Background: an optimization exercise with open tools, aiming at small area. Do not read the settings as production practice.
The RTL was checked by simulation tests, not by an equivalence proof against the original design.
Power and IR drop assume default switching activity.

<file path="flow/constraint.sdc">
create_clock -name core_clock -period 10.0 [get_ports {clk}]
set_input_delay 2.0000 -clock core_clock [delete_from_list [all_inputs] [get_ports {clk}]]
set_output_delay 2.0000 -clock core_clock [all_outputs]
set_load 0.01 [all_outputs]
</file>
<file path="flow/config.mk">
export PLATFORM = sky130hd
export DESIGN_NAME = crt571_engine
export DESIGN_NICKNAME = crt571_engine
export VERILOG_FILES = /design/flow/design.v
export SDC_FILE = /design/flow/constraint.sdc
export NUM_CORES = 4
export LEC_CHECK = 0
export CAP_MARGIN = 20
export CORE_MARGIN = 2
export CORE_UTILIZATION = 40
export SLEW_MARGIN = 20
</file>
<file path="flow/design.v">
module crt571_engine (
    input  wire        clk,
    input  wire        rst,
    input  wire        op_valid,
    input  wire [2:0]  op_code,
    output wire        op_ready,
    input  wire [7:0]  raddr,
    input  wire [7:0]  rcm,
    input  wire [7:0]  rpm,
    input  wire [15:0] plen,
    input  wire        strict,
    input  wire [7:0]  bccin,
    output wire        done,
    input  wire        p_valid,
    input  wire [7:0]  p_data,
    output wire        p_ready,
    output wire        tx_valid,
    output reg  [7:0]  tx_data,
    output wire        tx_last,
    input  wire        tx_ready,
    input  wire        tw_valid,
    input  wire        tw_ok,
    output wire        tw_ready,
    input  wire        rx_valid,
    input  wire [1:0]  rx_kind,
    input  wire [7:0]  rx_data,
    output wire        rx_ready,
    output wire        rb_valid,
    output wire [7:0]  rb_data,
    output wire [3:0]  xstate,
    output wire [3:0]  err,
    output wire [7:0]  errinfo,
    output reg         bccerr,
    output reg         noackv,
    output reg  [1:0]  rkind,
    output wire [15:0] rlen,
    output wire [7:0]  rdisc,
    output wire [7:0]  rst0,
    output wire [7:0]  rst1,
    output wire [7:0]  rst2,
    output wire [7:0]  re1,
    output wire [7:0]  re0,
    output wire [10:0] rpoff,
    output wire [10:0] rplen,
    output reg  [10:0] rxlen,
    output reg  [10:0] txlen,
    output reg  [7:0]  bccout,
    output reg         bccok
);
    localparam [3:0] S_IDLE  = 4'b0000, S_FIN   = 4'b0010, S_BCC   = 4'b0001,
                     S_ACC1  = 4'b0100, S_ACC1A = 4'b0101, S_ACC1N = 4'b0110, S_ACC2 = 4'b0111,
                     S_HDR   = 4'b1000, S_PAY   = 4'b1001, S_BCCB  = 4'b1010, S_TXACK = 4'b1011,
                     S_TWS1  = 4'b1100, S_TWS2  = 4'b1101;
    reg [3:0]  state;
    reg [15:0] cnt;         
    reg [7:0]  acc;         
    reg        vf;          
    reg [7:0]  h2, h3, h4, h6, h7, h8, h9;
    reg [2:0]  xs;          
    reg [2:0]  er;          
    assign xstate  = {xs[2], xs[1] & ~xs[2], xs[1], xs[0]};
    assign err     = {1'b0, er};
    assign errinfo = ((er == 3'd4) || (er == 3'd2 && noackv)) ? h4 : 8'd0;
    assign rlen    = {h2, h3};
    assign rdisc   = h4;
    assign rst0    = h7;
    assign rst1    = h8;
    assign rst2    = h9;
    assign re1     = h6;
    assign re0     = h7;
    assign rpoff   = {7'd0, 1'b1, 1'b0, rkind[0], ~rkind[0]};
    assign rplen   = {h2[2:0], h3} - (rkind[0] ? 11'd6 : 11'd5);
    wire idle     = (state[3:2] == 2'b00) && !state[0];
    wire st_bcc   = (state == S_BCC);
    wire st_rx    = (state[3:2] == 2'b01);
    wire st_tx    = (state[3:2] == 2'b10);
    wire st_tws   = (state[3:1] == 3'b110);
    wire st_frame = st_tx && (state[1:0] != 2'b11);
    wire st_store = (state == S_ACC1A) || (state == S_ACC2);
    wire cnt_zero = (cnt == 16'd0);
    wire too_big  = (plen > 16'd1015);
    assign op_ready = idle;
    assign done     = (state == S_FIN);
    assign p_ready  = !cnt_zero && (st_bcc || (state == S_PAY && tx_ready));
    assign tx_valid = st_tx && ((state != S_PAY) || cnt_zero || p_valid);
    assign tx_last  = state[1];
    assign tw_ready = st_tws;
    assign rx_ready = st_rx;
    wire [9:0] flen = cnt[9:0] + 10'd3;
    always @(*) begin
        case (state[1:0])
        2'b00:
            case (txlen[2:0])
            3'd0:    tx_data = 8'hF2;
            3'd1:    tx_data = h2;
            3'd2:    tx_data = {6'd0, flen[9:8]};
            3'd3:    tx_data = flen[7:0];
            3'd4:    tx_data = 8'h43;
            3'd5:    tx_data = h3;
            default: tx_data = h4;
            endcase
        2'b01:   tx_data = cnt_zero ? 8'h03 : p_data;
        2'b10:   tx_data = acc;
        default: tx_data = 8'h06;
        endcase
    end
    wire p_fire   = p_valid && p_ready;
    wire tx_fire  = tx_valid && tx_ready;
    wire tw_fire  = tw_valid && tw_ready;
    wire rx_fire  = rx_valid && rx_ready;
    wire rx_byte  = rx_fire && (rx_kind == 2'd0);
    wire rx_eos   = rx_fire && (rx_kind == 2'd1);
    wire rx_err   = rx_fire && rx_kind[1];
    wire ovf      = rxlen[10] && rxlen[0];
    wire reply_in = rx_byte && st_store;
    assign rb_valid = reply_in && !rxlen[10] && !rst;
    assign rb_data  = rx_data;
    wire go_tx    = idle && op_valid && (op_code == 3'd6) && !too_big;
    wire [15:0] hlen  = {h2, h3};
    wire        short = ({6'd0, rxlen} < ({1'b0, hlen} + 17'd4));
    wire        pmt   = (h4 == 8'h50);
    wire        emt   = (h4 == 8'h45) || (h4 == 8'h4E);
    always @(posedge clk) begin
        if (idle) begin
            cnt <= plen;
            acc <= 8'd0;
            vf  <= op_code[2] ? strict : op_code[1];
        end else begin
            if (p_fire)
                cnt <= cnt - 16'd1;
            if ((st_bcc && p_fire) || (st_frame && tx_fire) || reply_in)
                acc <= acc ^ (st_rx ? rx_data : tx_data);
        end
        if (go_tx) begin
            h2 <= raddr;
            h3 <= rcm;
            h4 <= rpm;
        end
        if (reply_in && rxlen[10:4] == 7'd0) begin
            case (rxlen[3:0])
            4'd2: h2 <= rx_data;
            4'd3: h3 <= rx_data;
            4'd4: h4 <= rx_data;
            4'd6: h6 <= rx_data;
            4'd7: h7 <= rx_data;
            4'd8: h8 <= rx_data;
            4'd9: h9 <= rx_data;
            default: ;
            endcase
        end
        if (state == S_ACC1 && rx_byte)
            h4 <= rx_data;
        if (rst) begin
            state  <= S_IDLE;
            xs     <= 3'd0;
            er     <= 3'd0;
            bccerr <= 1'b0;
            noackv <= 1'b0;
            rkind  <= 2'd0;
            rxlen  <= 11'd0;
            txlen  <= 11'd0;
            bccout <= 8'd0;
            bccok  <= 1'b0;
        end else begin
            if (st_frame && tx_fire)
                txlen <= txlen + 11'd1;
            if (reply_in && !ovf)
                rxlen <= rxlen + 11'd1;
            case (state)
            S_IDLE, S_FIN: begin
                state <= S_IDLE;
                if (op_valid) begin
                    case (op_code)
                    3'd1: state <= S_BCC;
                    3'd2: begin
                        bccout <= bccin;
                        state  <= S_BCC;
                    end
                    3'd6: begin
                        txlen <= 11'd0;
                        if (too_big) begin
                            er    <= 3'd7;
                            state <= S_FIN;
                        end else begin
                            er     <= 3'd0;
                            bccerr <= 1'b0;
                            noackv <= 1'b0;
                            rkind  <= 2'd0;
                            rxlen  <= 11'd0;
                            state  <= S_HDR;
                        end
                    end
                    default: ;
                    endcase
                end
            end
            S_BCC: begin
                if (cnt_zero) begin
                    bccout <= acc;
                    if (vf)
                        bccok <= (acc == bccout);
                    state <= S_FIN;
                end
            end
            S_HDR: if (tx_fire && txlen[2:0] == 3'd6) state <= S_PAY;
            S_PAY: if (tx_fire && cnt_zero) state <= S_BCCB;
            S_BCCB: if (tx_fire) state <= S_TWS1;
            S_TXACK: if (tx_fire) state <= S_TWS2;
            S_TWS1, S_TWS2: begin
                if (tw_fire) begin
                    state <= S_FIN;
                    if (!tw_ok) begin
                        er <= 3'd1;
                        xs <= 3'b101;
                    end else if (state == S_TWS1) begin
                        state <= S_ACC1;
                    end else begin
                        xs    <= 3'b010;
                        rkind <= 2'd0;
                        er    <= 3'd0;
                        if (rxlen < 11'd5) begin
                            er <= 3'd5;
                        end else if (pmt) begin
                            if (hlen < 16'd6 || short) er <= 3'd5;
                            else rkind <= 2'd1;
                        end else if (emt) begin
                            if (hlen < 16'd5 || short) er <= 3'd5;
                            else begin
                                rkind <= 2'd2;
                                er    <= 3'd6;
                            end
                        end else begin
                            er <= 3'd4;
                        end
                    end
                end
            end
            default: begin
                if (rx_fire) begin
                    if (rx_kind[1]) begin
                        er    <= 3'd1;
                        xs    <= 3'b101;
                        rxlen <= 11'd0;
                        state <= S_FIN;
                    end else if (rx_kind[0]) begin
                        if (state == S_ACC1 || state == S_ACC1N) begin
                            er     <= 3'd2;
                            xs     <= 3'b100;
                            noackv <= (state == S_ACC1N);
                            state  <= S_FIN;
                        end else if (state == S_ACC1A && rxlen == 11'd0) begin
                            state <= S_ACC2;
                        end else if (ovf) begin
                            er    <= 3'd7;
                            xs    <= 3'b110;
                            rxlen <= 11'd0;
                            state <= S_FIN;
                        end else if (rxlen == 11'd0) begin
                            er    <= 3'd5;
                            xs    <= 3'b110;
                            state <= S_FIN;
                        end else begin
                            bccerr <= (acc != 8'd0);
                            if (acc != 8'd0 && vf) begin
                                er    <= 3'd3;
                                xs    <= 3'b110;
                                state <= S_FIN;
                            end else begin
                                state <= S_TXACK;
                            end
                        end
                    end else if (state == S_ACC1) begin
                        state <= (rx_data == 8'h06) ? S_ACC1A : S_ACC1N;
                    end
                end
            end
            endcase
        end
    end
endmodule
</file>
<file path="flow/run.sh">
#!/bin/bash
# synth_recipe.tcl (not shown) runs the flow's synth.tcl, then flattens the netlist and writes it again
# the make line also repeats each setting of config.mk as NAME=value (left out here)
make -C /OpenROAD-flow-scripts/flow DESIGN_CONFIG=/design/flow/config.mk WORK_HOME=/design/flow/orfs CLKGATE_MAP_FILE= SYNTH_SCRIPT=/design/flow/synth_recipe.tcl finish
</file>
==> summary.md <==
| Metric | Value |
|---|---|
| Syn. warnings | 1 |
| WP buf/inv | 2 |
| Worst-Margin Slew | 1010 ps |
| Tcrit/Tclk final | 60.97% |
| LEAKAGE | 3.848 nW |
| Initial core utilization | 41.06% |
| Die width | 145.8 microns |
| Ant diodes | 0 |
| Worst setup SP type | input port |
| Setup TNS | 0 ps |
| Root buffer cell | clkbuf_16 |
| Min cycle time layout | 6097 ps |
| Remaining DRCs | 0 |
| Vias per cell | 5.599 |
| Cell chain of the critical path | clkdlybuf4s50_1 -> nor2_1 -> nand4_1 -> nor3_1 -> clkdlybuf4s50_1 |
| Share of cells above drive strength 1 | 6.429% |
| CP Max Fanout | 11 |
| Clock latency at the later pin of the worst-skew pair | 430 ps |
| Number of synthesized flops with an enable pin | 49 |
| Delay-heaviest family, CP | buffers and inverters |
| Yosys reg bits | 126 |
| Net Sw Frac | 28.03% |
| Slowest CP cell | clkdlybuf4s50_1 |
| Gate count of the mapped netlist | 915 |
| Final setup fails | 0 |
| Final wirelength | 28190 microns |
| Chip Height | 145.8 microns |
| Tot GR Track Use | 26.11% |
| Psw | 0.0003960 W |
| Data required, critical path | 8000 ps |
| Syn_area_per_cell | 8.790 sq um |
| Setup CP Type | in2out |
| Setup slack at placement | 3931 ps |
| Final worst-path setup slack | 3903 ps |
| Final hold violation count | 0 |
| Slowest cell delay on critical path | 600 ps |
| Clock power share | 42.6% |
| Hold_ws | 489.8 ps |
| HP Class | reg2reg |
| Register area share after synthesis | 37.46% |
| CP most frequent cell | clkdlybuf4s50_1 |
| Io pins | 239 |
| Post-layout nets | 1210 |
| Antenna Nets Post-Route | 0 |
| RD Place Congestion | 0.8978 |
| Leading area contributor after synthesis | dfxtp_1 |
| Antenna violations before repair | 0 |
| Clock skew | 10.03 ps |
| Total gr overflow | 0 |
| Cts bufs inserted | 17 |
| Cell-internal power | 0.001016 W |
| Mapped Area | 8043 sq um |
| Starting DRT DRC Count | 453 |
| Setup crit end kind | primary output |
| Cell area power density | 129.1 nW/um^2 |
| Bufs on Longest Clock Path | 2 |
| Peak VDD IR | 0.0001224 V |
| Max Cap Violations | 0 |
| Largest net degree at the start of global routing | 29 |
| Core footprint | 19590 sq um |
| Drt wl/cell | 20.35 microns |
| Number of setup buffers added after CTS | 0 |
| Sequential group share of total power | 41.6% |
| Post-DP HPWL | 20800 microns |
| Util after Layout | 55.86% |
| Full die area | 21260 sq um |
| Port Buffers | 228 |
| Relative slew slack | 32.50% |
| Sinks on Clock Net | 126 |
| FP Rows | 51 |
| Max Slew Vio Count | 0 |
| Fmax | 164.0 MHz |
| # fillers | 1862 |
| Final Power | 0.001412 W |
| Post-CTS Resized | 0 |
| Dominant synthesized flop cell | dfxtp_1 |
| Vias in the first global route | 7345 |
| Yosys cell types | 79 |
| Async SR Flop Fraction | 0% |
| Area growth syn-to-layout | 36.06% |
| Ranking of synthesized cells by area | dfxtp_1, edfxtp_1, mux2i_1 |
| Worst-path clk slew | 60 ps |
| Worst EP arrival | 4100 ps |
| Status | timing/DRC/antenna clean |
| RSZ-0062 raised after global routing | no |
| Logic gate share of total power | 15.9% |
| Detailed Routing Iterations Pass 1 | 7 |
| First-pass GRT wire length | 43390 microns |
| Via count | 7754 |
| Synth top area share | 19.17% |
| # hold bufs at CTS | 0 |
| H-tree Lvls | 4 |
| TritonCTS clock tree | done |
-- cells in the mapped netlist, types with 9 or more instances --
library cell / instances
nor4_1: 14
nand2_1: 68
nor2b_1: 9
buf_4: 29
and3_1: 11
ha_1: 24
or3_1: 10
nor3_1: 24
o21ai_0: 44
o211ai_1: 9
nand4_1: 24
a211oi_1: 17
a21oi_1: 60
nand3_1: 22
nand2b_1: 10
xnor2_1: 29
inv_1: 25
xor2_1: 27
dfxtp_1: 77
and2_1: 13
edfxtp_1: 49
nor2_1: 96
or4_1: 10
mux2i_1: 40
clkbuf_1: 35
-- routing by layer --
| layer | track usage [%] | share of wire (%) | up-vias |
|---|---|---|---|
| met5 | 0 | 0 | - |
| met4 | 10.00 | 2.6 | 0 |
| met3 | 5.674 | 8.0 | 57 |
| met2 | 42.36 | 46 | 367 |
| met1 | 34.03 | 43 | 3609 |
| li1 | - | - | 3721 |
-- final timing paths --
kind         startpoint        to  slack, ps  cells past startpoint
max          rx_kind[1]  rb_valid       3900                      5
min              bccerr    bccerr        490                      1
max reg2reg      cnt[0]    acc[4]       6340                      8
min reg2reg      bccerr    bccerr        490                      1
-- stage by stage --
step | instance area, sq um | std cells
global placement | 10360 | 1352
CTS | 10940 | 1385
detailed placement | 10370 | 1353
global route | 10940 | 1385
finish | 10940 | 1385
floorplan | 8073 | 923
-- logic make-up (layout without fill, tap and decap cells) --
kind of cell,Yosys count,in the layout,synth area share [%]
AO/OA/AOI/OAI,200,200,16.41
XOR/XNOR,56,56,6.098
adder cells (fa/ha/maj),25,25,3.983
buffers and inverters,106,303,6.798
flip-flops,126,126,37.46
multiplexers,44,44,5.538
other,2,10,0.09338
AND/OR/NAND/NOR,356,356,23.62
-- cells in the final DEF (no fill, tap or decap), types with 7 or more instances in the layout --
master | netlist | layout
xnor2_1 | 29 | 29
or4_1 | 10 | 10
clkdlybuf4s50_1 | 0 | 228
nor4_1 | 14 | 14
nand2_1 | 68 | 68
o21ai_0 | 44 | 44
a211oi_1 | 17 | 17
and2_1 | 13 | 13
ha_1 | 24 | 24
xor2_1 | 27 | 27
edfxtp_1 | 49 | 49
nor3_1 | 24 | 24
nand4_1 | 24 | 24
o31ai_1 | 7 | 7
conb_1 | 2 | 10
or3_1 | 10 | 10
nor2b_1 | 9 | 8
buf_4 | 29 | 15
mux2i_1 | 40 | 40
clkbuf_16 | 0 | 17
and3_1 | 11 | 11
dfxtp_1 | 77 | 77
nand3_1 | 22 | 22
nand2b_1 | 10 | 10
a21oi_1 | 60 | 60
inv_1 | 25 | 25
nor3b_1 | 7 | 7
nor2_1 | 96 | 96
o211ai_1 | 9 | 9
-- power by group through the flow --
stage	sequential [W]	clock, W	combinational, W
3_3_place_gp	0.000597	0	0.000221
4_1_cts	0.000587	0.000612	0.000224
2_1_floorplan	0.000582	0	0.000128
6_report	0.000587	0.000601	0.000224
5_1_grt	0.000591	0.000634	0.000242
3_5_place_dp	0.000597	0	0.000222
-- final cells by class --
type / count / area [sq um] / share of cell area [%]
clock buffer: 18 / 439.2 / 4.013
clock inverter: 14 / 132.6 / 1.212
inverter: 28 / 105.1 / 0.9604
multi-input combinational: 691 / 4527 / 41.37
sequential: 126 / 3013 / 27.53
tap: 265 / 331.6 / 3.030
timing repair buffer: 243 / 2395 / 21.88
-- flip-flops by register name (all words and copies together) (netlist names), 2 cells and up --
signal,count
er,3
cnt,16
txlen,11
rkind,2
h9,8
state,4
acc,8
h7,8
h4,8
xs,3
h8,8
rxlen,11
h2,8
bccout,8
h3,8
h6,8

-- what the ideal ports hide --
In the flow no input, the clock included, has a driving cell. The finished layout below was timed again as built, in two steps.
Step 1, drivers: a clkbuf_16 drives clk and a buf_2 each remaining input, both assumed.
Step 2 times the ports against the registers' clock, not the clock port: input delays grow and output delays shrink by t, the midpoint of the rising clock arrivals with the driver on.
Three values: ideal ports, drivers, drivers and shift; two values: the first two.
t (ns): 0.467
setup slack, ns: 3.903 / 3.879 / 3.879
worst setup path after step 2: input to output
latest minus earliest clock arrival (ns): 0.010 / 0.010
pins driven straight from the clock port: 1
After both steps setup and hold are still met in this run. The setup slack of this run moves by -0.024 ns with the drivers and by -0.024 ns with both steps.
